This is an optimization exercise on Yosys and OpenROAD, whose aim is small area, a short achievable clock period and few clock cycles per item, not a production implementation.
At most, simulation tests tie the RTL to the original design; equivalence was not proved.
For runs 4 and 5, only the layout was checked, not whether the RTL still works.

--- flow/config.mk ---
export PLATFORM = sky130hd
export DESIGN_NAME = acc_correlator
export DESIGN_NICKNAME = acc_correlator
export VERILOG_FILES = /design/flow/design.v
export SDC_FILE = /design/flow/constraint.sdc
export NUM_CORES = 4
export LEC_CHECK = 0
export CAP_MARGIN = 20
export CORE_MARGIN = 2
export CORE_UTILIZATION = 60
export CTS_BUF_LIST = sky130_fd_sc_hd__clkbuf_4 sky130_fd_sc_hd__clkbuf_8
export PLACE_DENSITY = 0.7
export SETUP_SLACK_MARGIN = 5
export SLEW_MARGIN = 20
--- flow/constraint.sdc ---
create_clock -name core_clock -period 10.0 [get_ports {clk}]
set_input_delay 2.0000 -clock core_clock [delete_from_list [all_inputs] [get_ports {clk}]]
set_output_delay 2.0000 -clock core_clock [all_outputs]
set_load 0.01 [all_outputs]
--- flow/design.v ---
module acc_correlator (
    input  wire        clk,
    input  wire        rst,              
    input  wire        cfg_valid,
    output wire        cfg_ready,
    input  wire [2:0]  cfg_op,
    input  wire [63:0] cfg_code,         
    input  wire [7:0]  cfg_len,
    input  wire [31:0] cfg_value,
    input  wire        cfg_detect_inv,
    input  wire        in_valid,
    output wire        in_ready,
    input  wire        in_bit,
    output wire        out_valid,
    output wire [2:0]  out_data,
    output wire        idle,
    output wire        configured,
    output wire        invert,
    output wire [5:0]  status,
    output wire        irq,
    output wire [15:0] bit_count,
    output wire [15:0] ambig_count,
    output wire [15:0] last_ambig_bit
);
    localparam [2:0] OP_RESET          = 3'd0;
    localparam [2:0] OP_CONFIG         = 3'd1;
    localparam [2:0] OP_SET_CODE       = 3'd2;
    localparam [2:0] OP_SET_THRESHOLD  = 3'd3;
    localparam [2:0] OP_SET_DETECT_INV = 3'd4;
    localparam [2:0] OP_CLEAR_STATUS   = 3'd5;
    localparam [2:0] OP_SET_IRQ_EN     = 3'd6;
    reg [63:0] data_reg;
    reg [63:0] flag_reg;
    reg [63:0] invert_reg;
    reg [63:0] code;             
    reg [6:0]  len;              
    reg [6:0]  thr;              
    reg        detect_inv;
    reg        invert_q;
    reg        configured_q;
    reg        full_q;           
    reg [15:0] bit_count_q;
    reg [15:0] ambig_count_q;
    reg [15:0] last_ambig_bit_q;
    reg        st_illegal, st_invalid, st_ambig;
    reg        ie_illegal, ie_invalid, ie_ambig;
    reg        irq_q;
    reg [6:0]  lt;               
    reg [6:0]  ltm1;             
    reg        step_d;           
    reg        amb_d;
    reg        in_rdy_q, cfg_rdy_q;
    reg        step_q;           
    reg        bit_q;
    reg        out_valid_q;
    reg [2:0]  out_data_q;
    reg        idle_q;
    localparam NG = 6;
    reg [3:0]  grp [0:NG-1];
    wire bit_acc = in_valid & in_rdy_q;
    wire cmd_acc = cfg_valid & cfg_rdy_q;
    reg [7:0]  hi_gt;            
    reg [8:0]  hi_eq;            
    reg [6:0]  lo_gt;            
    reg [63:0] mask;
    integer j;
    always @(*) begin
        for (j = 0; j < 9; j = j + 1) begin
            if (j < 8) hi_gt[j] = (len[6:3] > j[3:0]);
            hi_eq[j] = (len[6:3] == j[3:0]);
            if (j < 7) lo_gt[j] = (len[2:0] > j[2:0]);
        end
        for (j = 0; j < 64; j = j + 1)
            mask[j] = hi_gt[(63 - j) >> 3] |
                      (hi_eq[(63 - j) >> 3] & (((63 - j) & 7) == 7 ? 1'b0 : lo_gt[(63 - j) & 7]));
    end
    wire       e0 = (data_reg[0] ^ code[0]) & mask[0];
    wire [5:0] gs = {2'd0, grp[0]} + {2'd0, grp[1]} + {2'd0, grp[2]} +
                    {2'd0, grp[3]} + {2'd0, grp[4]} + {2'd0, grp[5]};
    wire       m_n = e0 ? ({1'b0, gs} <  thr) : ({1'b0, gs} <= thr);   
    wire       m_i = e0 ? ({1'b0, gs} >= ltm1) : ({1'b0, gs} >= lt);  
    wire match     = invert_q ? m_i : m_n;
    wire match_inv = detect_inv & (invert_q ? m_n : m_i);
    wire ambiguous = match & match_inv;
    wire invert_next = invert_q ? ~(match & ~match_inv) : (match_inv & ~match);
    wire [63:0] data_shift = step_q ? {data_reg[62:0], bit_q ^ invert_next} : data_reg;
    wire [63:0] leaf = (data_shift ^ code) & mask;
    reg  [3:0]  gsum [0:NG-1];
    integer g, k, lo, hi;
    always @(*) begin
        for (g = 0; g < NG; g = g + 1) begin
            lo = (g < 3) ? 1 + 11 * g : 34 + 10 * (g - 3);
            hi = (g < 3) ? 11 + 11 * g : 43 + 10 * (g - 3);
            gsum[g] = 4'd0;
            for (k = 1; k < 64; k = k + 1)
                if (k >= lo && k <= hi)
                    gsum[g] = gsum[g] + {3'd0, leaf[k]};
        end
    end
    wire len_ok    = (cfg_len <= 8'd64);
    wire c_reset   = cmd_acc & (cfg_op == OP_RESET);
    wire c_config  = cmd_acc & (cfg_op == OP_CONFIG) & len_ok;
    wire c_code    = cmd_acc & ((cfg_op == OP_CONFIG) | (cfg_op == OP_SET_CODE)) & len_ok;
    wire c_badlen  = cmd_acc & ((cfg_op == OP_CONFIG) | (cfg_op == OP_SET_CODE)) & ~len_ok;
    wire c_thr     = cmd_acc & ((cfg_op == OP_SET_THRESHOLD) | ((cfg_op == OP_CONFIG) & len_ok));
    wire c_det     = cmd_acc & ((cfg_op == OP_SET_DETECT_INV) | ((cfg_op == OP_CONFIG) & len_ok));
    wire c_clear   = cmd_acc & (cfg_op == OP_CLEAR_STATUS);
    wire c_irqen   = cmd_acc & (cfg_op == OP_SET_IRQ_EN);
    wire c_illegal = cmd_acc & (cfg_op == 3'd7);
    wire kill      = rst | c_reset;
    wire [6:0] thr_new = (|cfg_value[31:6]) ? 7'd64 : {1'b0, cfg_value[5:0]};
    wire configured_next = kill ? 1'b0 : (c_config ? 1'b1 : configured_q);
    wire in_rdy_next     = configured_next & ~(cfg_valid & ~cmd_acc);
    wire cfg_rdy_next    = ~in_rdy_next & ~bit_acc;
    wire full_now = full_q | bit_count_q[6] | (step_d & (&bit_count_q[5:0]));
    wire s_ill_n = ~kill & ((st_illegal & ~(c_clear & cfg_value[0])) | c_illegal);
    wire s_inv_n = ~kill & ((st_invalid & ~(c_clear & cfg_value[1])) | c_badlen);
    wire s_amb_n = ~kill & ((st_ambig | amb_d) & ~(c_clear & cfg_value[5]));
    wire ie_ill_n = ~kill & (c_irqen ? cfg_value[0] : ie_illegal);
    wire ie_inv_n = ~kill & (c_irqen ? cfg_value[1] : ie_invalid);
    wire ie_amb_n = ~kill & (c_irqen ? cfg_value[5] : ie_ambig);
    always @(posedge clk) begin
        in_rdy_q     <= ~rst & in_rdy_next;
        cfg_rdy_q    <= rst | cfg_rdy_next;
        step_q       <= ~rst & bit_acc;
        bit_q        <= in_bit;
        out_valid_q  <= ~rst & step_q;
        out_data_q   <= {invert_reg[63], flag_reg[63], data_reg[63]} & {3{full_now}};
        idle_q       <= ~bit_acc & ~step_q;
        configured_q <= configured_next;
        st_illegal <= s_ill_n;
        st_invalid <= s_inv_n;
        st_ambig   <= s_amb_n;
        ie_illegal <= ie_ill_n;
        ie_invalid <= ie_inv_n;
        ie_ambig   <= ie_amb_n;
        irq_q      <= (s_ill_n & ie_ill_n) | (s_inv_n & ie_inv_n) | (s_amb_n & ie_amb_n);
        for (g = 0; g < NG; g = g + 1)
            grp[g] <= gsum[g];
        if (c_config)
            data_reg <= 64'd0;
        else
            data_reg <= data_shift;
        if (step_q) begin
            flag_reg   <= {flag_reg[62:0],   match | match_inv};
            invert_reg <= {invert_reg[62:0], match_inv};
        end
        if (kill | c_config)
            invert_q <= 1'b0;
        else if (step_q)
            invert_q <= invert_next;
        step_d <= ~rst & step_q;
        amb_d  <= ~rst & step_q & ambiguous;
        if (kill | c_config) begin
            bit_count_q      <= 16'd0;
            ambig_count_q    <= 16'd0;
            last_ambig_bit_q <= 16'd0;
        end else if (step_d) begin
            bit_count_q <= bit_count_q + 16'd1;
            if (amb_d) begin
                ambig_count_q    <= ambig_count_q + 16'd1;
                last_ambig_bit_q <= bit_count_q;
            end
        end
        lt   <= (thr >= len) ? 7'd0 : len - thr;
        ltm1 <= (thr >= len) ? 7'd0 : len - thr - 7'd1;
        if (c_config)
            full_q <= 1'b0;
        else
            full_q <= full_now;
        if (c_code) begin
            code <= cfg_code;
            len  <= cfg_len[6:0];
        end
        if (c_thr)
            thr <= thr_new;
        if (c_det)
            detect_inv <= cfg_detect_inv;
    end
    assign cfg_ready      = cfg_rdy_q;
    assign in_ready       = in_rdy_q;
    assign out_valid      = out_valid_q;
    assign out_data       = out_data_q;
    assign idle           = idle_q;
    assign configured     = configured_q;
    assign invert         = invert_q;
    assign status         = {st_ambig, 3'b000, st_invalid, st_illegal};
    assign irq            = irq_q;
    assign bit_count      = bit_count_q;
    assign ambig_count    = ambig_count_q;
    assign last_ambig_bit = last_ambig_bit_q;
endmodule
--- flow/run.sh ---
#!/bin/bash
# synth_recipe.tcl (not shown) runs the flow's synth.tcl, then flattens the netlist and writes it again
# the make line also repeats each setting of config.mk as NAME=value (left out here)
make -C /OpenROAD-flow-scripts/flow DESIGN_CONFIG=/design/flow/config.mk WORK_HOME=/design/flow/orfs CLKGATE_MAP_FILE= SYNTH_SCRIPT=/design/flow/synth_recipe.tcl finish
==> metrics.md, run 1 <==
| Metric | Value |
|---|---|
| Hold Path Depth | 0 |
| Clock latency on the worst-skew pair | roughly 0.60 ns |
| Post-synth top cells | edfxtp_1, dfxtp_1, nor2_1, nand2_1, inv_1 |
| CTS tree | done |
| DP Worst Slack | just over 5 ns |
| Rel. slew slack | 33.5% |
| Synth Warn # | 3 |
| Core Box Area | around 26000 µm² |
| Area leader, netlist | edfxtp_1 |
| Non-filler cells, final | between 1500 and 2000 |
| Met1 wire length | about 14000 µm |
| Outcome | complete, no violations |
| Period minus WS final | about 4.7 ns |
| Storage element area | between 9000 and 10000 µm² |
| Area of the multi-input gates | around 5800 µm² |
| Hold Fails Final Rpt | 0 |
| DR vias | a little under 10000 |
| Final net count | between 1500 and 2000 |
| CP endpoint kind | flop |
| DR top layer | met5 |
| Fillers | 1806 |
| Post-route ant nets | 0 |
| Async SR Flop Fraction | 0% |
| Sequential cell area fraction in the yosys report | between 60% and 70% |
| Required time worst endpoint | 10.47 ns |
| Predominant post-synthesis flop cell | edfxtp_1 |
| Die ar. | approximately 28000 µm² |
| Via-to-Cell Ratio | 5.29 |
| Total gr overflow | 0 |
| All-Layer GR Usage | between 20 and 25% |
| Die width | around 170 µm |
| Most used cell, CP | fa_1 |
| Clock slew at reported path FFs | 0.07 ns |
| CP max stage delay | approximately 0.74 ns |
| Measured slew at the worst slew-check pin | approximately 1 ns |
| Top post-synthesis cells by area | edfxtp_1, dfxtp_1, fa_1 |
| Post-CTS Resized | 0 |
| EDFF count, synth | between 200 and 250 |
| CP Class | flop to flop |
| CTS Buf Count | 57 |
| Most common cell in the netlist | edfxtp_1 |
| RSZ-0062 raised after global routing | false |
| Gate Count Post-Synth | 1267 |
| Hpwl dp | between 20000 and 25000 µm |
| Crit path max fanout | 15 |
| DRC viols | 0 |
| Synthesized area | 15900 µm² |
| Vias in the first global route | 9792 |
| Initial antenna violation count | 1 |
| CTS sink cnt | between 300 and 400 |
| WP data arrival | between 5 and 6 ns |
| Setup Buffers After CTS | 0 |
| R2R Path End | grp[1][2]$_DFF_P_ |
| RePlAce Congestion | approximately 0.86 |
| Area growth, synth to finish | 20.5% |
| Final setup fails | 0 |
| DIE HEIGHT | between 150 and 200 µm |
| Hold endpoint | invert_reg[31]$_DFFE_PP_ |
| Slowest stage cell, crit path | edfxtp_1 |
| First-pass GRT wire length | about 50000 µm |
| Diodes inserted | 0 |
| Setup crit start kind | flop |
| Root Buffer | clkbuf_8 |
| Detailed-route wire length per cell | approximately 17 µm |
| Flop2flop setup slack | 5.25 ns |
| Launch point of the worst reg-to-reg path | len[2]$_DFFE_PP_ |
| FF+latch count, synth | around 380 |
| PortBufs | around 170 |
| FP Rows | 59 |
| CP startpoint | len[2]$_DFFE_PP_ |
| Largest net degree at the start of global routing | 86 |
| Post-Place Cells | between 1500 and 2000 |
| Initial core utilization | 60.9% |
| Fraction of layout cells with a size suffix above 1 | 8.27% |
| Final Slew Violations | 0 |
| DRT Pass-1 Iters | 4 |
| Met2 WL | approximately 14000 µm |
| DRT iter0 DRCs | 703 |
| Period utilization | roughly 47% |
| Crit path cell chain | nand2_1 > nor2_2 > and2_1 > o21a_1 > o21ai_0 > fa_1 > inv_1 > fa_1 > fa_1 > fa_1 > fa_1 > xnor2_1 |
| Hold Crit Class | flop to flop |
| WL final | roughly 31000 µm |
| Max Clock Freq | ~0.21 GHz |
| Skew final | about 0.022 ns |
| Ports | ~180 |
| Synth cell types | 58 |
| CTS max path bufs | 3 |
| Number of H-tree levels | 2 |
| HP Start | invert_reg[30]$_DFFE_PP_ |
| R2R cell count | 12 |
| Met3 WL | around 1400 µm |
| Average cell area after synthesis | 12.5 µm² |
| Hold buffers post-CTS | 0 |
| Final TNS setup | 0 ns |
| Worst setup margin | around 5.3 ns |
| Max_cap viols | 0 |
| Share of the synthesized area in the top cell type | between 30% and 40% |
## per-layer routing
metal,up-vias,track usage [%]
li1,4745,-
met3,61,4.52
met2,273,35.3
met1,4686,30.9
met5,-,0
met4,2,7.87
## kinds of logic after synthesis
logic type,after synthesis,synth area share [%]
buf+inv,128,3.36
other cells,1,0.0236
flops,377,60.6
simple gates,351,10.1
xor+xnor,111,6.12
fa+ha+maj,97,10.3
compound gates,133,5.16
mux,69,4.35
## layout make-up
class | instances | area share [%]
clock buffers | 100 | 6.15
clock inverters | 7 | 0.294
inverters | 85 | 1.67
multi-input cells | 764 | 30.1
flip-flops and latches | 377 | 50.3
well taps | 335 | 2.19
repair buffers | 178 | 9.27
## worst max-delay path by stage
stage,endpoint,slack [ns]
6_report,grp[1][2]$_DFF_P_,5.25
5_1_grt,grp[0][2]$_DFF_P_,5.02
4_1_cts,grp[5][2]$_DFF_P_,5.09
3_5_place_dp,grp[4][2]$_DFF_P_,5.14
3_3_place_gp,grp[4][2]$_DFF_P_,5.19
2_1_floorplan,grp[0][2]$_DFF_P_,4.93
## layout by cell type (no fill, tap or decap), drive strengths merged, types with 38 or more instances in the layout
cell type,Yosys,final
a21oi,48,48
clkbuf,17,100
clkdlybuf4s50,0,173
dfxtp,170,170
edfxtp,207,207
fa,56,56
ha,41,41
inv,85,86
mux2i,69,69
nand2,91,91
nor2,151,151
o21ai,38,38
xnor2,58,58
xor2,53,53
## worst max-delay path, delay by kind of cell (launching register included)
kind	cells	cell delay, ns
adders and majority gates	5	2.43
and+or+nand+nor	3	1.02
DFF	1	0.74
AOI/OAI and AO/OA	2	0.24
xor gates and xnor gates	1	0.14
buffers and inverters	1	0.05
## through the flow
step	hold WS (ns)	util [%]	area, µm²
2_1_floorplan	0.400	-	15900
3_3_place_gp	0.400	68.6	17900
3_5_place_dp	0.405	68.6	17900
4_1_cts	0.412	73.4	19100
5_1_grt	0.416	73.4	19100
6_report	0.413	73.4	19100
Testbench counts, summed over its fixed seeds: cycles 32,024, items 32,000.
==> inputs of run 2 (changes only) <==
==> flow/flow/run.sh (new file) <==
#!/bin/bash
# The standard layout (standard.sh: standard synthesis, floorplan, power
# grid, placement, CTS, routing), with three layout choices:
#  - each port still gets its own buffer, a plain buf_1 instead of the default
#    delay buffer;
#  - clock tree synthesis without dummy loads;
#  - timing repair aimed at a larger setup margin;
set -euo pipefail
MARGIN=${MARGIN:-6.8}
bash standard.sh \
  "BUFFER_PORTS_ARGS=-buffer_cell sky130_fd_sc_hd__buf_1" \
  "CTS_ARGS=-sink_clustering_enable -repair_clock_nets -dont_use_dummy_load -buf_list {sky130_fd_sc_hd__clkbuf_4 sky130_fd_sc_hd__clkbuf_8}" \
  "ADDER_MAP_FILE=" "SETUP_SLACK_MARGIN=$MARGIN" "TNS_END_PERCENT=100" \
  finish > flow_standard.log 2>&1
==> flow/standard.sh (new file) <==
#!/bin/bash
# synth_recipe.tcl (not shown) runs the flow's synth.tcl, then flattens the netlist and writes it again
# the make line also repeats each setting of config.mk as NAME=value (left out here)
make -C /OpenROAD-flow-scripts/flow DESIGN_CONFIG=/design/flow/config.mk WORK_HOME=/design/flow/orfs CLKGATE_MAP_FILE= SYNTH_SCRIPT=/design/flow/synth_recipe.tcl "${@:-finish}"
--- a/flow/config.mk
+++ b/flow/config.mk
@@ -9,6 +9,4 @@
 export CORE_MARGIN = 2
 export CORE_UTILIZATION = 60
-export CTS_BUF_LIST = sky130_fd_sc_hd__clkbuf_4 sky130_fd_sc_hd__clkbuf_8
 export PLACE_DENSITY = 0.7
-export SETUP_SLACK_MARGIN = 5
 export SLEW_MARGIN = 20
removed: flow/run.sh
==> run 2 against run 1 <==
Effect of this change:
- still clean on timing, DRC and antenna
- via count grew 20%
- critical path depth grew 2
- design area grew 7.4%
- clock skew grew 0.062 ns
- utilization grew 2.8 points
- critical path type unchanged
- largest cell class unchanged
- highest routed layer is now met4
==> metrics.md, run 2 <==
| Metric | Value |
|---|---|
| Outcome | complete, no violations (unchanged) |
| Top post-synthesis cells by area | edfxtp_1, dfxtp_1, xnor2_1 (was edfxtp_1, dfxtp_1, fa_1) |
| Detailed-route wire length per cell | 17.8 µm (was 16.6 µm) |
| All-Layer GR Usage | 24.2% (was 22.3%) |
| Hold Crit Class | flop to flop (unchanged) |
| R2R cell count | 14 (was 12) |
| FF+latch count, synth | 377 (unchanged) |
| First-pass GRT wire length | 54800 µm (was 49600 µm) |
| Final Slew Violations | 0 (unchanged) |
| Die ar. | 28900 µm² (was 27800 µm²) |
| Number of H-tree levels | 2 (unchanged) |
| RSZ-0062 raised after global routing | true (was false) |
| Flop2flop setup slack | 5.67 ns (was 5.25 ns) |
| PortBufs | 173 (unchanged) |
| Rel. slew slack | 41.2% (was 33.5%) |
| HP Start | invert_reg[6]$_DFFE_PP_ (was invert_reg[30]$_DFFE_PP_) |
| Required time worst endpoint | 10.51 ns (was 10.47 ns) |
| DP Worst Slack | 5.35 ns (was 5.14 ns) |
| Share of the synthesized area in the top cell type | 37.6% (was 39.1%) |
| Skew final | 0.0845 ns (was 0.0223 ns) |
| Launch point of the worst reg-to-reg path | grp[1][1]$_DFF_P_ (was len[2]$_DFFE_PP_) |
| EDFF count, synth | 207 (unchanged) |
| DRT iter0 DRCs | 929 (was 703) |
| Vias in the first global route | 10757 (was 9792) |
| DIE HEIGHT | 170 µm (was 167 µm) |
| Initial antenna violation count | 0 (was 1) |
| Final setup fails | 0 (unchanged) |
| Most common cell in the netlist | edfxtp_1 (unchanged) |
| Most frequent cells in the layout | edfxtp_1, nor2_1, buf_1 (was edfxtp_1, clkdlybuf4s50_1, dfxtp_1) |
| Post-route ant nets | 0 (unchanged) |
| Measured slew at the worst slew-check pin | 0.876 ns (was 0.998 ns) |
| Hold endpoint | invert_reg[7]$_DFFE_PP_ (was invert_reg[31]$_DFFE_PP_) |
| Synthesized area | 16500 µm² (was 15900 µm²) |
| Period utilization | 43.3% (was 47.5%) |
| Via-to-Cell Ratio | 5.63 (was 5.29) |
| DR vias | 11765 (was 9767) |
| Final TNS setup | 0 ns (unchanged) |
| Fraction of layout cells with a size suffix above 1 | 22.9% (was 8.27%) |
| Max_cap viols | 0 (unchanged) |
| CTS max path bufs | 3 (unchanged) |
| CTS tree | done (unchanged) |
| Synth Warn # | 3 (unchanged) |
| DRC viols | 0 (unchanged) |
| Predominant post-synthesis flop cell | edfxtp_1 (unchanged) |
| Ports | 177 (unchanged) |
| Diodes inserted | 0 (unchanged) |
| Crit path max fanout | 7 (was 15) |
| WL final | 37300 µm (was 30600 µm) |
| CP Class | flop to flop (unchanged) |
| Core Box Area | 27000 µm² (was 26100 µm²) |
| DRT Pass-1 Iters | 7 (was 4) |
| Hold buffers post-CTS | 0 (unchanged) |
| FP Rows | 60 (was 59) |
| Area leader, netlist | edfxtp_1 (unchanged) |
| RePlAce Congestion | 0.867 (was 0.856) |
| Setup crit start kind | flop (unchanged) |
| Initial core utilization | 61.3% (was 60.9%) |
| CTS Buf Count | 59 (was 57) |
| Post-synth top cells | edfxtp_1, nor2_1, dfxtp_1, xnor2_1, nand2_1 (was edfxtp_1, dfxtp_1, nor2_1, nand2_1, inv_1) |
| CP endpoint kind | flop (unchanged) |
| Clock latency on the worst-skew pair | 0.63 ns (was 0.60 ns) |
| Hpwl dp | 21800 µm (was 21400 µm) |
| Root Buffer | clkbuf_8 (unchanged) |
| Gate Count Post-Synth | 1443 (was 1267) |
| Hold Path Depth | 0 (unchanged) |
| Period minus WS final | 4.33 ns (was 4.75 ns) |
| Most common cell after layout, fill and taps aside | edfxtp_1 (unchanged) |
| Area growth, synth to finish | 24.4% (was 20.5%) |
| Total gr overflow | 0 (unchanged) |
| Die width | 170 µm (was 167 µm) |
| Average cell area after synthesis | 11.4 µm² (was 12.5 µm²) |
| Hold Fails Final Rpt | 0 (unchanged) |
| Final net count | 1865 (was 1673) |
| Synth cell types | 69 (was 58) |
| CTS sink cnt | 377 (unchanged) |
| Largest net degree at the start of global routing | 72 (was 86) |
| Worst setup margin | 5.67 ns (was 5.25 ns) |
| Max Clock Freq | 0.231 GHz (was 0.211 GHz) |
| WP data arrival | 4.84 ns (was 5.22 ns) |
| Sequential cell area fraction in the yosys report | 58.3% (was 60.6%) |
| Async SR Flop Fraction | 0% (unchanged) |
| Clock slew at reported path FFs | 0.06 ns (was 0.07 ns) |
==> run 2: changes by cell type after synthesis, sizes merged, moves of 39 or more <==
cell and change:
ha -41, inv -56, fa -56, nand2 +39
xnor2 +80, maj3 +45
==> run 2: kinds of logic after synthesis <==
kind of cell	share of synthesized area, %
AO/OA/AOI/OAI	8.16
XOR/XNOR	12.1
adder cells (fa/ha/maj)	2.80
buffers and inverters	2.09
flip-flops	58.3
multiplexers	4.24
other	0.0227
AND/OR/NAND/NOR	12.3
==> run 2: how the worst max path moves through the flow <==
| stage | startpoint | to | depth (start not counted) |
|---|---|---|---|
| after floorplan | grp[3][1]$_DFF_P_ | flop | 14 |
| after global placement | step_q$_DFF_P_ | grp[0][2]$_DFF_P_ | 14 |
| after detailed placement | step_q$_DFF_P_ | grp[0][2]$_DFF_P_ | 14 |
| after CTS | grp[2][1]$_DFF_P_ | flop | 13 |
| after global routing | grp[1][1]$_DFF_P_ | flop | 14 |
| final | grp[1][1]$_DFF_P_ | flop | 14 |
==> run 2: final cells by class <==
class | count | area (µm²)
timing repair buffer | 298 | 1930
fill | 1754 | 6400
inverter | 29 | 109
clock buffer | 59 | 812
sequential | 377 | 9650
multi-input combinational | 987 | 7620
tap | 341 | 427
==> run 2: stage by stage <==
step                hold WS (ns)  utilization, %  cell area (µm²)  cells
finish                     0.362            76.2            20500   2091
global route               0.366            76.2            20500   2091
CTS                        0.340            72.3            19500   2027
detailed placement         0.405            66.1            17800   1914
global placement           0.402            66.1            17800   1914
floorplan                  0.400               -            17200   1445
==> run 2: per-layer routing <==
metal | vias to the layer above | global-route usage (%) | share of wire [%]
li1 | 5666 | - | -
met1 | 5606 | 32.4 | 43
met2 | 386 | 39.9 | 48
met3 | 107 | 4.09 | 5.3
met4 | 0 | 8.96 | 4.0
met5 | - | 0 | 0
==> run 2: worst max-delay path, stage by stage, from the launching register on <==
cell and delay, ns:
dfxtp_2 0.32, xor3_2 0.44, buf_6 0.15, or4_1 0.39, o21ai_0 0.11, nor4_2 0.08, xnor3_2 0.42, maj3_2 0.32
maj3_2 0.31, maj3_2 0.31, maj3_2 0.31, o32a_4 0.33, or2_1 0.23, a2111o_1 0.41, nand3_1 0.06
==> run 2: what timing repair did <==
item | CTS | global route
setup buffers | 45 | 64
pin swaps | 24 | 76
gates cloned | 9 | 0
gates resized for setup | 75 | 127
endpoints found under the setup margin | 226 | 165
==> inputs of run 3 (changes only) <==
--- a/flow/flow/run.sh
+++ b/flow/flow/run.sh
@@ -5,5 +5,4 @@
 #    delay buffer;
 #  - clock tree synthesis without dummy loads;
-#  - timing repair aimed at a larger setup margin;
 set -euo pipefail
 MARGIN=${MARGIN:-6.8}
@@ -11,4 +10,4 @@
   "BUFFER_PORTS_ARGS=-buffer_cell sky130_fd_sc_hd__buf_1" \
   "CTS_ARGS=-sink_clustering_enable -repair_clock_nets -dont_use_dummy_load -buf_list {sky130_fd_sc_hd__clkbuf_4 sky130_fd_sc_hd__clkbuf_8}" \
-  "ADDER_MAP_FILE=" "SETUP_SLACK_MARGIN=$MARGIN" "TNS_END_PERCENT=100" \
+  "SETUP_SLACK_MARGIN=$MARGIN" "TNS_END_PERCENT=100" \
   finish > flow_standard.log 2>&1
==> run 3 against run 2 <==
Effect of this change:
- area after synthesis is 3.8% lower
- count of clock-buffer cells in the layout is 1 lower
- utilization fell by 0.53 points
- die area down 3.7%
- critical path depth is 3 higher
- first-iteration DRC count shrank 11%
- sequential share of layout area is 2.0 points higher
- cell count decreased by 9.3%
- hold slack improved by 0.048 ns
- design area down 4.0%
- flip-flop and latch count unchanged
==> metrics.md, run 3 <==
| Metric | Value |
|---|---|
| Synth cell types | 58 (was 69) |
| Area leader, netlist | edfxtp_1 (unchanged) |
| Post-route ant nets | 0 (unchanged) |
| Post-route cell area | 19700 µm² (was 20500 µm²) |
| Slowest stage cell, crit path | fa_1 (was xor3_2) |
| Hold endpoint | invert_reg[5]$_DFFE_PP_ (was invert_reg[7]$_DFFE_PP_) |
| Final Slew Violations | 0 (unchanged) |
| Period minus WS final | 4.40 ns (was 4.33 ns) |
| CP Buf/Inv Count | 2 (was 1) |
| CTS tree | done (unchanged) |
| WP data arrival | 4.92 ns (was 4.84 ns) |
| Die ar. | 27800 µm² (was 28900 µm²) |
| CTS Buf Count | 58 (was 59) |
| Max_cap viols | 0 (unchanged) |
| CP Class | flop to flop (unchanged) |
| Average cell area after synthesis | 12.5 µm² (was 11.4 µm²) |
| Placed cell area | 17100 µm² (was 17800 µm²) |
| Final core occ | 75.7% (was 76.2%) |
| Largest net degree at the start of global routing | 92 (was 72) |
| CTS sink cnt | 377 (unchanged) |
| Sequential cell area fraction in the yosys report | 60.6% (was 58.3%) |
| Initial core utilization | 60.9% (was 61.3%) |
| R2R cell count | 17 (was 14) |
| Final net count | 1773 (was 1865) |
| Hold buffers post-CTS | 0 (unchanged) |
| Flop2flop setup slack | 5.60 ns (was 5.67 ns) |
| All-Layer GR Usage | 24.9% (was 24.2%) |
| Most frequent cells in the layout | edfxtp_1, buf_1, dfxtp_1 (was edfxtp_1, nor2_1, buf_1) |
| Hold Crit Class | flop to flop (unchanged) |
| Hpwl dp | 21000 µm (was 21800 µm) |
| Hold Path Depth | 0 (unchanged) |
| Measured slew at the worst slew-check pin | 0.905 ns (was 0.876 ns) |
| DIE HEIGHT | 167 µm (was 170 µm) |
| Most common cell after layout, fill and taps aside | edfxtp_1 (unchanged) |
| DRT iter0 DRCs | 831 (was 929) |
| Most common cell in the netlist | edfxtp_1 (unchanged) |
| DR vias | 10273 (was 11765) |
| Skew final | 0.0549 ns (was 0.0845 ns) |
| CTS max path bufs | 3 (unchanged) |
| WL final | 34700 µm (was 37300 µm) |
| Most used cell, CP | fa_1 (was maj3_2) |
| Outcome | complete, no violations (unchanged) |
| Synthesized area | 15900 µm² (was 16500 µm²) |
| Root Buffer | clkbuf_8 (unchanged) |
| DRT Pass-1 Iters | 5 (was 7) |
| Period utilization | 44.0% (was 43.3%) |
| Post-synth top cells | edfxtp_1, dfxtp_1, nor2_1, nand2_1, inv_1 (was edfxtp_1, nor2_1, dfxtp_1, xnor2_1, nand2_1) |
| Total gr overflow | 0 (unchanged) |
| EDFF count, synth | 207 (unchanged) |
| Launch point of the worst reg-to-reg path | grp[5][3]$_DFF_P_ (was grp[1][1]$_DFF_P_) |
| Post-Place Cells | 1741 (was 1914) |
| PortBufs | 173 (unchanged) |
| Detailed-route wire length per cell | 18.3 µm (was 17.8 µm) |
| First-pass GRT wire length | 54600 µm (was 54800 µm) |
| Crit path cell chain | inv_2 > fa_1 > inv_2 > fa_1 > fa_1 > ha_1 > a21o_1 > a21oi_2 > xnor2_2 > ha_1 > and4b_1 > o21ai_1 > o21ai_2 > o32a_4 > and4_4 > or4_4 > nand3_2 (was xor3_2 > buf_6 > or4_1 > o21ai_0 > nor4_2 > xnor3_2 > maj3_2 > maj3_2 > maj3_2 > maj3_2 > o32a_4 > or2_1 > a2111o_1 > nand3_1) |
| Non-filler cells, final | 1896 (was 2091) |
| Gate Count Post-Synth | 1267 (was 1443) |
| Area growth, synth to finish | 24.2% (was 24.4%) |
| Share of the synthesized area in the top cell type | 39.1% (was 37.6%) |
| Setup crit start kind | flop (unchanged) |
| CP max stage delay | 0.55 ns (was 0.44 ns) |
| Async SR Flop Fraction | 0% (unchanged) |
| Final TNS setup | 0 ns (unchanged) |
| FF+latch count, synth | 377 (unchanged) |
| Crit path max fanout | 3 (was 7) |
| Die width | 167 µm (was 170 µm) |
| Hold Fails Final Rpt | 0 (unchanged) |
| DRC viols | 0 (unchanged) |
| Fraction of layout cells with a size suffix above 1 | 22.3% (was 22.9%) |
| Clock latency on the worst-skew pair | 0.57 ns (was 0.63 ns) |
| Vias in the first global route | 10583 (was 10757) |
| Predominant post-synthesis flop cell | edfxtp_1 (unchanged) |
| RSZ-0062 raised after global routing | true (unchanged) |
| Final setup fails | 0 (unchanged) |
| Initial antenna violation count | 0 (unchanged) |
| CP delay by family, top | adder cells (unchanged) |
| Max Clock Freq | 0.227 GHz (was 0.231 GHz) |
| Top post-synthesis cells by area | edfxtp_1, dfxtp_1, fa_1 (was edfxtp_1, dfxtp_1, xnor2_1) |
| Core Box Area | 26100 µm² (was 27000 µm²) |
| Ports | 177 (unchanged) |
| FP Rows | 59 (was 60) |
| Diodes inserted | 0 (unchanged) |
| HP Start | invert_reg[4]$_DFFE_PP_ (was invert_reg[6]$_DFFE_PP_) |
| Required time worst endpoint | 10.52 ns (was 10.51 ns) |
| Synth Warn # | 3 (unchanged) |
| Number of H-tree levels | 2 (unchanged) |
| Via-to-Cell Ratio | 5.42 (was 5.63) |
| RePlAce Congestion | 0.843 (was 0.867) |
| Rel. slew slack | 38.1% (was 41.2%) |
| CP endpoint kind | flop (unchanged) |
| Clock slew at reported path FFs | 0.06 ns (about the same) |
## run 3: worst max-delay path by stage
| stage | start | endpoint | cells after the start |
|---|---|---|---|
| finish | grp[5][3]$_DFF_P_ | flop | 17 |
| global route | grp[5][3]$_DFF_P_ | flop | 17 |
| CTS | grp[3][3]$_DFF_P_ | flop | 17 |
| detailed placement | step_q$_DFF_P_ | grp[0][2]$_DFF_P_ | 14 |
| global placement | step_q$_DFF_P_ | grp[0][2]$_DFF_P_ | 13 |
| floorplan | step_q$_DFF_P_ | grp[0][2]$_DFF_P_ | 15 |
## run 3: cell type report
type / count / area (µm²)
inverters: 85 / 325
clock buffers: 58 / 798
multi-input cells: 768 / 6710
repair buffers: 273 / 1830
fillers: 1656 / 6330
well taps: 335 / 419
flip-flops and latches: 377 / 9650
## run 3: metrics by stage
step | hold slack, ns | setup WS, ns
2_1_floorplan | 0.400 | 5.23
3_3_place_gp | 0.402 | 4.97
3_5_place_dp | 0.405 | 4.89
4_1_cts | 0.415 | 5.56
5_1_grt | 0.414 | 5.42
6_report | 0.409 | 5.60
## run 3: layer usage
layer	vias up	track usage, %	wire, µm
met3	85	4.71	1900
li1	4907	-	-
met1	4935	31.6	14400
met4	0	9.63	1060
met2	346	42.6	17400
met5	-	0	0
## run 3: cells by family (layout without fill, tap and decap cells)
family	after synthesis	after routing	synth area share (%)
AO/OA/AOI/OAI	133	133	5.16
XOR/XNOR	111	111	6.12
adder cells (fa/ha/maj)	97	97	10.3
buffers and inverters	128	416	3.36
flip-flops	377	377	60.6
multiplexers	69	69	4.35
other	1	3	0.0236
AND/OR/NAND/NOR	351	355	10.1
## run 3: what timing repair did
item,in CTS,in global routing
cloned,11,1
setup endpoints to repair,201,151
pin swaps,27,42
buffers inserted,59,26
resized for setup,127,85
==> inputs of run 4 (changes only) <==
--- a/flow/design.v
+++ b/flow/design.v
@@ -30,10 +30,14 @@
     localparam [2:0] OP_CLEAR_STATUS   = 3'd5;
     localparam [2:0] OP_SET_IRQ_EN     = 3'd6;
+    localparam NG = 6;           
     reg [63:0] data_reg;
     reg [63:0] flag_reg;
     reg [63:0] invert_reg;
-    reg [63:0] code;             
-    reg [6:0]  len;              
+    reg [65:0] cs;               
+    reg [1:0]  al;               
+    reg [6:0]  qlen;             
     reg [6:0]  thr;              
+    reg [6:0]  lt;               
+    reg [6:0]  ltm1;             
     reg        detect_inv;
     reg        invert_q;
@@ -46,8 +50,8 @@
     reg        ie_illegal, ie_invalid, ie_ambig;
     reg        irq_q;
-    reg [6:0]  lt;               
-    reg [6:0]  ltm1;             
     reg        step_d;           
     reg        amb_d;
+    reg [6:0]  vcnt;             
+    reg [3:0]  grp [0:NG-1];     
     reg        in_rdy_q, cfg_rdy_q;
     reg        step_q;           
@@ -56,46 +60,52 @@
     reg [2:0]  out_data_q;
     reg        idle_q;
-    localparam NG = 6;
-    reg [3:0]  grp [0:NG-1];
     wire bit_acc = in_valid & in_rdy_q;
     wire cmd_acc = cfg_valid & cfg_rdy_q;
     reg [7:0]  hi_gt;            
-    reg [8:0]  hi_eq;            
+    reg [7:0]  hi_eq;            
     reg [6:0]  lo_gt;            
-    reg [63:0] mask;
+    reg [65:0] lmask;
     integer j;
     always @(*) begin
-        for (j = 0; j < 9; j = j + 1) begin
-            if (j < 8) hi_gt[j] = (len[6:3] > j[3:0]);
-            hi_eq[j] = (len[6:3] == j[3:0]);
-            if (j < 7) lo_gt[j] = (len[2:0] > j[2:0]);
-        end
-        for (j = 0; j < 64; j = j + 1)
-            mask[j] = hi_gt[(63 - j) >> 3] |
-                      (hi_eq[(63 - j) >> 3] & (((63 - j) & 7) == 7 ? 1'b0 : lo_gt[(63 - j) & 7]));
+        for (j = 0; j < 8; j = j + 1) begin
+            hi_gt[j] = (qlen[6:3] > j[3:0]);
+            hi_eq[j] = (qlen[6:3] == j[3:0]);
+            if (j < 7) lo_gt[j] = (qlen[2:0] > j[2:0]);
+        end
+        lmask[0] = 1'b0;
+        lmask[1] = 1'b0;
+        for (j = 2; j < 66; j = j + 1)
+            lmask[j] = hi_gt[(65 - j) >> 3] |
+                       (hi_eq[(65 - j) >> 3] & (((65 - j) & 7) == 7 ? 1'b0 : lo_gt[(65 - j) & 7]));
+        lmask[2]  = lmask[2]  & (al == 2'd0);
+        lmask[64] = lmask[64] & (al != 2'd0);
+        lmask[65] = lmask[65] & (al == 2'd2);
     end
-    wire       e0 = (data_reg[0] ^ code[0]) & mask[0];
-    wire [5:0] gs = {2'd0, grp[0]} + {2'd0, grp[1]} + {2'd0, grp[2]} +
-                    {2'd0, grp[3]} + {2'd0, grp[4]} + {2'd0, grp[5]};
-    wire       m_n = e0 ? ({1'b0, gs} <  thr) : ({1'b0, gs} <= thr);   
-    wire       m_i = e0 ? ({1'b0, gs} >= ltm1) : ({1'b0, gs} >= lt);  
+    wire mask0 = (qlen > 7'd65);     
+    wire mask1 = (qlen > 7'd64);     
+    wire e0 = (data_reg[0] ^ cs[0]) & mask0;
+    wire e1 = (data_reg[0] ^ cs[1]) & mask1;
+    wire m_n = e0 ? (vcnt <  thr)  : (vcnt <= thr);    
+    wire m_i = e0 ? (vcnt >= ltm1) : (vcnt >= lt);     
     wire match     = invert_q ? m_i : m_n;
     wire match_inv = detect_inv & (invert_q ? m_n : m_i);
     wire ambiguous = match & match_inv;
     wire invert_next = invert_q ? ~(match & ~match_inv) : (match_inv & ~match);
-    wire [63:0] data_shift = step_q ? {data_reg[62:0], bit_q ^ invert_next} : data_reg;
-    wire [63:0] leaf = (data_shift ^ code) & mask;
+    wire [65:0] leaf = ({data_reg, 2'b00} ^ cs) & lmask;
     reg  [3:0]  gsum [0:NG-1];
     integer g, k, lo, hi;
     always @(*) begin
         for (g = 0; g < NG; g = g + 1) begin
-            lo = (g < 3) ? 1 + 11 * g : 34 + 10 * (g - 3);
-            hi = (g < 3) ? 11 + 11 * g : 43 + 10 * (g - 3);
+            lo = (g < 4) ? 2 + 11 * g : 46 + 10 * (g - 4);
+            hi = (g < 4) ? 12 + 11 * g : 55 + 10 * (g - 4);
             gsum[g] = 4'd0;
-            for (k = 1; k < 64; k = k + 1)
+            for (k = 2; k < 66; k = k + 1)
                 if (k >= lo && k <= hi)
                     gsum[g] = gsum[g] + {3'd0, leaf[k]};
         end
     end
+    wire [6:0] vsum = {3'd0, grp[0]} + {3'd0, grp[1]} + {3'd0, grp[2]} +
+                      {3'd0, grp[3]} + {3'd0, grp[4]} + {3'd0, grp[5]} +
+                      {6'd0, e1 & (al == 2'd0)};
     wire len_ok    = (cfg_len <= 8'd64);
     wire c_reset   = cmd_acc & (cfg_op == OP_RESET);
@@ -109,7 +119,8 @@
     wire c_illegal = cmd_acc & (cfg_op == 3'd7);
     wire kill      = rst | c_reset;
+    wire [7:0] lsum = {1'b0, qlen} + {6'd0, al};
     wire [6:0] thr_new = (|cfg_value[31:6]) ? 7'd64 : {1'b0, cfg_value[5:0]};
     wire configured_next = kill ? 1'b0 : (c_config ? 1'b1 : configured_q);
-    wire in_rdy_next     = configured_next & ~(cfg_valid & ~cmd_acc);
+    wire in_rdy_next     = configured_next & ~c_code & ~(cfg_valid & ~cmd_acc);
     wire cfg_rdy_next    = ~in_rdy_next & ~bit_acc;
     wire full_now = full_q | bit_count_q[6] | (step_d & (&bit_count_q[5:0]));
@@ -136,10 +147,13 @@
         ie_ambig   <= ie_amb_n;
         irq_q      <= (s_ill_n & ie_ill_n) | (s_inv_n & ie_inv_n) | (s_amb_n & ie_amb_n);
-        for (g = 0; g < NG; g = g + 1)
-            grp[g] <= gsum[g];
+        if (step_q | (al != 2'd0))
+            for (g = 0; g < NG; g = g + 1)
+                grp[g] <= gsum[g];
+        if (step_q | (al == 2'd1))
+            vcnt <= vsum;
         if (c_config)
             data_reg <= 64'd0;
-        else
-            data_reg <= data_shift;
+        else if (step_q)
+            data_reg <= {data_reg[62:0], bit_q ^ invert_next};
         if (step_q) begin
             flag_reg   <= {flag_reg[62:0],   match | match_inv};
@@ -163,6 +177,4 @@
             end
         end
-        lt   <= (thr >= len) ? 7'd0 : len - thr;
-        ltm1 <= (thr >= len) ? 7'd0 : len - thr - 7'd1;
         if (c_config)
             full_q <= 1'b0;
@@ -170,6 +182,11 @@
             full_q <= full_now;
         if (c_code) begin
-            code <= cfg_code;
-            len  <= cfg_len[6:0];
+            cs   <= {cfg_code, 2'b00};
+            al   <= 2'd2;
+            qlen <= cfg_len[6:0];
+        end else if (al != 2'd0) begin
+            cs   <= {1'b0, cs[65:1]};
+            al   <= al - 2'd1;
+            qlen <= qlen + 7'd1;
         end
         if (c_thr)
@@ -177,4 +194,6 @@
         if (c_det)
             detect_inv <= cfg_detect_inv;
+        lt   <= ({1'b0, thr} + 8'd2 >= lsum) ? 7'd0 : lsum[6:0] - thr - 7'd2;
+        ltm1 <= ({1'b0, thr} + 8'd3 >= lsum) ? 7'd0 : lsum[6:0] - thr - 7'd3;
     end
     assign cfg_ready      = cfg_rdy_q;
==> run 4 against run 3 <==
Effect of this change:
- sequential share of layout area fell by 7.0 points
- cell count rose by 25%
- setup slack improved by 0.14 ns
- die area rose by 16%
- global-route usage rose by 3.0 points
- synthesized cell count rose by 28%
- highest routed layer is now met5
==> metrics.md, run 4 <==
| Metric | Value |
|---|---|
| CP Class | flop to flop (unchanged) |
| Max Clock Freq | 0.235 GHz (was 0.227 GHz) |
| Outcome | complete, no violations (unchanged) |
| Non-filler cells, final | 2361 (was 1896) |
| Gate Count Post-Synth | 1628 (was 1267) |
| RSZ-0062 raised after global routing | true (unchanged) |
| Die ar. | 32300 µm² (was 27800 µm²) |
| Number of H-tree levels | 3 (was 2) |
| Launch point of the worst reg-to-reg path | qlen[1]$_DFFE_PP_ (was grp[5][3]$_DFF_P_) |
| Final core occ | 79.5% (was 75.7%) |
| CTS max path bufs | 3 (unchanged) |
| CP endpoint kind | flop (unchanged) |
| Rel. slew slack | 36.9% (was 38.1%) |
| Initial antenna violation count | 1 (was 0) |
| Most common cell after layout, fill and taps aside | edfxtp_1 (unchanged) |
| Hold endpoint | invert_reg[50]$_DFFE_PP_ (was invert_reg[5]$_DFFE_PP_) |
| R2R Path End | grp[3][1]$_DFFE_PP_ |
| Clock slew at reported path FFs | 0.06 ns (about the same) |
| Total gr overflow | 0 (unchanged) |
| Period minus WS final | 4.26 ns (was 4.40 ns) |
| Final Slew Violations | 0 (unchanged) |
| All-Layer GR Usage | 27.9% (was 24.9%) |
| WL final | 52100 µm (was 34700 µm) |
| Post-route ant nets | 0 (unchanged) |
| DRC viols | 0 (unchanged) |
| CTS sink cnt | 388 (was 377) |
| Hold buffers post-CTS | 0 (unchanged) |
| Vias in the first global route | 13298 (was 10583) |
| Most frequent cells in the layout | edfxtp_1, buf_1, dfxtp_1 (unchanged) |
| Measured slew at the worst slew-check pin | 0.946 ns (was 0.905 ns) |
| Sequential cell area fraction in the yosys report | 54.8% (was 60.6%) |
| Die width | 180 µm (was 167 µm) |
| DRT Pass-1 Iters | 6 (was 5) |
| Via-to-Cell Ratio | 5.86 (was 5.42) |
| Final net count | 2211 (was 1773) |
| CP startpoint | qlen[1]$_DFFE_PP_ (was grp[5][3]$_DFF_P_) |
| Share of the synthesized area in the top cell type | 38.6% (was 39.1%) |
| Clock latency on the worst-skew pair | 0.60 ns (was 0.57 ns) |
| Synth cell types | 60 (was 58) |
| Top post-synthesis cells by area | edfxtp_1, dfxtp_1, fa_1 (unchanged) |
| Skew final | 0.0759 ns (was 0.0549 ns) |
| Core Box Area | 30500 µm² (was 26100 µm²) |
| DR vias | 13835 (was 10273) |
| Detailed-route wire length per cell | 22.0 µm (was 18.3 µm) |
| PortBufs | 173 (unchanged) |
| Post-Place Cells | 2137 (was 1741) |
| Hold Fails Final Rpt | 0 (unchanged) |
| First-pass GRT wire length | 71100 µm (was 54600 µm) |
| Period utilization | 42.6% (was 44.0%) |
| Setup crit start kind | flop (unchanged) |
| Average cell area after synthesis | 11.4 µm² (was 12.5 µm²) |
| Area growth, synth to finish | 30.9% (was 24.2%) |
| CTS tree | done (unchanged) |
| Largest Register | cs |
| Required time worst endpoint | 10.29 ns (was 10.52 ns) |
| Crit path max fanout | 3 (unchanged) |
| Flop2flop setup slack | 5.74 ns (was 5.60 ns) |
| Largest net degree at the start of global routing | 169 (was 92) |
| R2R cell count | 14 (was 17) |
| EDFF count, synth | 238 (was 207) |
| Max reg flops | 66 |
| CTS Buf Count | 66 (was 58) |
| Async SR Flop Fraction | 0% (unchanged) |
| Synthesized area | 18500 µm² (was 15900 µm²) |
| HP Start | invert_reg[49]$_DFFE_PP_ (was invert_reg[4]$_DFFE_PP_) |
| Fraction of layout cells with a size suffix above 1 | 28.7% (was 22.3%) |
| Root Buffer | clkbuf_8 (unchanged) |
| Initial core utilization | 60.7% (was 60.9%) |
| Most common cell in the netlist | edfxtp_1 (unchanged) |
| Hold Path Depth | 0 (unchanged) |
| DIE HEIGHT | 180 µm (was 167 µm) |
| Hold Crit Class | flop to flop (unchanged) |
| FP Rows | 64 (was 59) |
| Diodes inserted | 0 (unchanged) |
| Hpwl dp | 25000 µm (was 21000 µm) |
| WP data arrival | 4.55 ns (was 4.92 ns) |
| Final TNS setup | 0 ns (unchanged) |
| Area leader, netlist | edfxtp_1 (unchanged) |
| Final setup fails | 0 (unchanged) |
| Synth Warn # | 3 (unchanged) |
| Predominant post-synthesis flop cell | edfxtp_1 (unchanged) |
| Post-synth top cells | edfxtp_1, nand2_1, nor2_1, dfxtp_1, o21ai_0 (was edfxtp_1, dfxtp_1, nor2_1, nand2_1, inv_1) |
| DRT iter0 DRCs | 1080 (was 831) |
| Ports | 177 (unchanged) |
| FF+latch count, synth | 388 (was 377) |
| Max_cap viols | 0 (unchanged) |
| RePlAce Congestion | 0.877 (was 0.843) |
-- run 4: cell types whose count changed after synthesis, sizes merged, moves of 10 or more --
cell    before  now
nor2       151  161
nand2b       5   72
xor2        53   71
dfxtp      170  150
ha          41   72
edfxtp     207  238
clkbuf      17   42
a21oi       48   63
o21ai       38  112
nand2       91  165
-- run 4: kinds of logic (layout without fill, tap and decap cells) --
logic type               Yosys count  after routing  synth area share, %
AO/OA/AOI/OAI                    237            237                 7.58
adder cells (fa/ha/maj)          131            131                 11.2
buffers and inverters            159            486                 3.48
flip-flops                       388            388                 54.8
other                              1              3               0.0202
XOR/XNOR                         129            129                 6.10
multiplexers                      73             73                 4.03
AND/OR/NAND/NOR                  510            518                 12.8
-- run 4: through the flow --
stage | area, µm² | worst slack [ns] | hold WS [ns]
2_1_floorplan | 18800 | 5.86 | 0.400
3_3_place_gp | 19700 | 5.14 | 0.403
3_5_place_dp | 19700 | 5.05 | 0.405
4_1_cts | 22700 | 5.86 | 0.371
5_1_grt | 24300 | 5.71 | 0.390
6_report | 24300 | 5.74 | 0.377
-- run 4: how the worst max path moves through the flow --
stage / endpoint / slack (ns)
after floorplan: cs[10]$_DFFE_PP_ / 5.86
after global placement: bit_count_q[2]$_SDFFE_PP0P_ / 5.14
after detailed placement: ambig_count_q[10]$_SDFFE_PP0P_ / 5.05
after CTS: grp[3][1]$_DFFE_PP_ / 5.86
after global routing: grp[3][1]$_DFFE_PP_ / 5.71
final: grp[3][1]$_DFFE_PP_ / 5.74
-- run 4: routing by layer --
layer	up-vias	part of all wire [%]	track usage, %
met2	667	49	46.9
met1	6677	37	35.6
met3	238	6.7	4.40
met5	-	0.025	0
li1	6251	-	-
met4	2	7.2	13.2
-- run 4: timing repair --
item,4_1_cts,5_1_grt
buffers inserted,83,31
pin swaps,82,148
resized for setup,177,352
gates cloned,31,13
endpoints found under the setup margin,302,319
-- run 4: layout make-up --
type	instances	area (µm²)
inverters	91	349
flip-flops and latches	388	10200
well taps	396	495
clock buffers	66	908
multi-input cells	1091	9270
repair buffers	329	3050
fillers	1724	6250
-- run 4: critical path, stage by stage (launching register included) --
cell      delay [ns]
edfxtp_1        0.48
buf_6           0.18
ha_4            0.17
ha_4            0.17
or2_4           0.26
o21ai_2         0.13
nand2_1         0.11
fa_1            0.46
fa_1            0.51
inv_2           0.04
fa_1            0.52
inv_2           0.04
fa_2            0.37
fa_2            0.53
inv_1           0.04
==> inputs of run 5 (changes only) <==
==> flow/run.sh (new file) <==
#!/bin/bash
# synth_recipe.tcl (not shown) runs the flow's synth.tcl, then flattens the netlist and writes it again
# the make line also repeats each setting of config.mk as NAME=value (left out here)
make -C /OpenROAD-flow-scripts/flow DESIGN_CONFIG=/design/flow/config.mk WORK_HOME=/design/flow/orfs CLKGATE_MAP_FILE= SYNTH_SCRIPT=/design/flow/synth_recipe.tcl finish
--- a/flow/config.mk
+++ b/flow/config.mk
@@ -10,3 +10,4 @@
 export CORE_UTILIZATION = 60
 export PLACE_DENSITY = 0.7
+export SETUP_SLACK_MARGIN = 5
 export SLEW_MARGIN = 20
removed: flow/flow/run.sh
removed: flow/standard.sh
==> run 5 against run 4 <==
Effect of this change:
- maximum frequency fell by 13%
- design area fell by 9.6%
- hold slack improved by 0.026 ns
- die area did not move
- via count fell by 14%
- critical endpoint is now grp[3][2]$_DFFE_PP_
- setup slack got worse by 0.62 ns
- critical path depth fell by 3
- still clean on timing, DRC and antenna
- utilization fell by 7.6 points
- cell count fell by 6.1%
- global-route usage fell by 4.7 points
- wire length fell by 28%
==> metrics.md, run 5 <==
| Metric | Value |
|---|---|
| Area leader, netlist | edfxtp_1 (unchanged) |
| Die ar. | 32300 µm² (unchanged) |
| Fraction of layout cells with a size suffix above 1 | 5.22% (was 28.7%) |
| Top post-synthesis cells by area | edfxtp_1, dfxtp_1, fa_1 (unchanged) |
| Most common cell in the netlist | edfxtp_1 (unchanged) |
| Measured slew at the worst slew-check pin | 1.04 ns (was 0.946 ns) |
| Synth Warn # | 3 (unchanged) |
| Total gr overflow | 0 (unchanged) |
| Crit path max fanout | 25 (was 3) |
| FP Rows | 64 (unchanged) |
| Final net count | 2032 (was 2211) |
| DIE HEIGHT | 180 µm (unchanged) |
| CP startpoint | qlen[3]$_DFFE_PP_ (was qlen[1]$_DFFE_PP_) |
| Initial antenna violation count | 1 (unchanged) |
| CTS tree | done (unchanged) |
| Post-synth top cells | edfxtp_1, nand2_1, nor2_1, dfxtp_1, o21ai_0 (unchanged) |
| Skew final | 0.0234 ns (was 0.0759 ns) |
| EDFF count, synth | 238 (unchanged) |
| Detailed-route wire length per cell | 16.9 µm (was 22.0 µm) |
| Final setup fails | 0 (unchanged) |
| Most frequent cells in the layout | edfxtp_1, clkdlybuf4s50_1, nand2_1 (was edfxtp_1, buf_1, dfxtp_1) |
| Launch point of the worst reg-to-reg path | qlen[3]$_DFFE_PP_ (was qlen[1]$_DFFE_PP_) |
| RSZ-0062 raised after global routing | false (was true) |
| Rel. slew slack | 30.9% (was 36.9%) |
| Required time worst endpoint | 10.28 ns (was 10.29 ns) |
| DRT Pass-1 Iters | 5 (was 6) |
| Most common cell after layout, fill and taps aside | edfxtp_1 (unchanged) |
| DP Worst Slack | 4.64 ns (was 5.05 ns) |
| Synth cell types | 60 (unchanged) |
| Max reg flops | 66 (unchanged) |
| Setup crit start kind | flop (unchanged) |
| Async SR Flop Fraction | 0% (unchanged) |
| Predominant post-synthesis flop cell | edfxtp_1 (unchanged) |
| Post-route ant nets | 0 (unchanged) |
| Share of the synthesized area in the top cell type | 38.6% (unchanged) |
| Via-to-Cell Ratio | 5.38 (was 5.86) |
| DRC viols | 0 (unchanged) |
| Hold Fails Final Rpt | 0 (unchanged) |
| Core Box Area | 30500 µm² (unchanged) |
| FF+latch count, synth | 388 (unchanged) |
| CTS max path bufs | 3 (unchanged) |
| WL final | 37400 µm (was 52100 µm) |
| Hold buffers post-CTS | 0 (unchanged) |
| Period utilization | 48.9% (was 42.6%) |
| WP data arrival | 5.17 ns (was 4.55 ns) |
| Final core occ | 71.9% (was 79.5%) |
| HP Start | invert_reg[7]$_DFFE_PP_ (was invert_reg[49]$_DFFE_PP_) |
| PortBufs | 173 (unchanged) |
| Gate Count Post-Synth | 1628 (unchanged) |
| RePlAce Congestion | 0.897 (was 0.877) |
| Clock latency on the worst-skew pair | 0.54 ns (was 0.60 ns) |
| Die width | 180 µm (unchanged) |
| Average cell area after synthesis | 11.4 µm² (unchanged) |
| All-Layer GR Usage | 23.2% (was 27.9%) |
| Hold Crit Class | flop to flop (unchanged) |
| Ports | 177 (unchanged) |
| Root Buffer | clkbuf_16 (was clkbuf_8) |
| Vias in the first global route | 11981 (was 13298) |
| Hold_ws | 0.403 ns (was 0.377 ns) |
| Final Slew Violations | 0 (unchanged) |
| Largest Register | cs (unchanged) |
| CTS sink cnt | 388 (unchanged) |
| Synthesized area | 18500 µm² (unchanged) |
| CTS Buf Count | 40 (was 66) |
| Hpwl dp | 25700 µm (was 25000 µm) |
| DRT iter0 DRCs | 625 (was 1080) |
| Worst setup margin | 5.11 ns (was 5.74 ns) |
| Initial core utilization | 60.7% (unchanged) |
| Max Clock Freq | 0.205 GHz (was 0.235 GHz) |
| Diodes inserted | 0 (unchanged) |
| CP Class | flop to flop (unchanged) |
| DR vias | 11916 (was 13835) |
| Number of H-tree levels | 2 (was 3) |
| Area growth, synth to finish | 18.4% (was 30.9%) |
| Sequential cell area fraction in the yosys report | 54.8% (unchanged) |
| First-pass GRT wire length | 61000 µm (was 71100 µm) |
| Fillers | 2219 (was 1724) |
| Final TNS setup | 0 ns (unchanged) |
| CP endpoint kind | flop (unchanged) |
| Period minus WS final | 4.89 ns (was 4.26 ns) |
| Largest net degree at the start of global routing | 92 (was 169) |
| Clock slew at reported path FFs | 0.06 ns (about the same) |
| Outcome | complete, no violations (unchanged) |
| Max_cap viols | 0 (unchanged) |
==> run 5: cell counts after synthesis <==
No cell type changed its count.
==> run 5: kinds of logic (layout without fill, tap and decap cells) <==
family,count (synthesis),in the layout,synth area share (%)
xor+xnor,129,129,6.10
flops,388,388,54.8
other cells,1,3,0.0202
buf+inv,159,349,3.48
fa+ha+maj,131,131,11.2
simple gates,510,510,12.8
compound gates,237,237,7.58
mux,73,73,4.03
==> run 5: layout make-up <==
type | count | area (µm²) | share of cell area, %
inverter | 91 | 342 | 1.56
multi-input combinational | 1083 | 7770 | 35.5
sequential | 388 | 10200 | 46.3
timing repair buffer | 184 | 1810 | 8.27
clock buffer | 50 | 1100 | 5.01
tap | 396 | 495 | 2.26
clock inverter | 24 | 248 | 1.13
==> run 5: path summary, 6_finish.rpt <==
path	end	slack (ns)	depth (start not counted)
worst max-delay path	grp[3][2]$_DFFE_PP_	5.11	11
worst min register to register	invert_reg[8]$_DFFE_PP_	0.40	0
worst min-delay path	invert_reg[8]$_DFFE_PP_	0.40	0
worst max register to register	grp[3][2]$_DFFE_PP_	5.11	11
==> run 5: critical path, stage by stage, from the launching register on <==
cell	delay, ns
edfxtp_1	0.95
nand2_1	0.41
nor2_1	0.27
o21ai_0	0.15
fa_1	0.54
fa_1	0.56
inv_1	0.07
fa_1	0.55
inv_1	0.06
fa_1	0.47
fa_1	0.42
xor2_1	0.17
==> run 5: metrics by stage <==
step,cells,instance area [µm²]
after floorplan,1630,18500
after global placement,2138,20500
after detailed placement,2138,20500
after CTS,2212,21900
after global routing,2216,21900
final,2216,21900
==> run 5: repair_timing <==
item,in CTS,in global routing
gates resized for setup,0,2
buffers inserted,0,4
setup endpoints to repair,0,5
==> run 5: layer usage <==
layer | vias to the layer above | GRT usage (%) | share of wire (%)
met1 | 5643 | 30.1 | 43
met2 | 302 | 40.4 | 49
met3 | 71 | 3.40 | 4.7
met5 | - | 0 | 0.032
met4 | 2 | 7.41 | 2.7
li1 | 5898 | - | -

separate check: timing with driven ports:
The results above use ideal ports. As a check the final layouts listed here were re-extracted and re-timed, cells and wires unchanged. Step 1 assumes that a clkbuf_16 drives the clock port and a buf_2 every other input. Step 2 adds t to the input delays and takes it off the output delays; t is the mean of the earliest and latest rising clock arrival at the registers after step 1. Input paths then give back, and output paths get back, about the clock's delay inside the block. Three values: ideal, step 1, step 2; two values: the first two.
run	shift t [ns]	setup slack, ns	hold slack, ns	worst slew at a driven data input, ns	pins driven straight from the clock port
run 1	0.632	5.252 / 5.252 / 5.149	0.413 / 0.413 / 0.413	0.08	1
run 2	0.636	5.669 / 5.669 / 5.669	0.362 / 0.362 / 0.362	0.04	1
run 3	0.590	5.597 / 5.597 / 5.597	0.409 / 0.409 / 0.409	0.06	1
run 4	0.609	5.740 / 5.740 / 5.532	0.377 / 0.377 / 0.377	0.05	1
run 5	0.581	5.115 / 5.115 / 4.648	0.403 / 0.403 / 0.403	0.05	1
After both steps setup and hold are still met in every run listed. For run 5, which loses most, drivers alone change the setup slack by 0.000 ns; drivers and shift together by -0.467 ns.
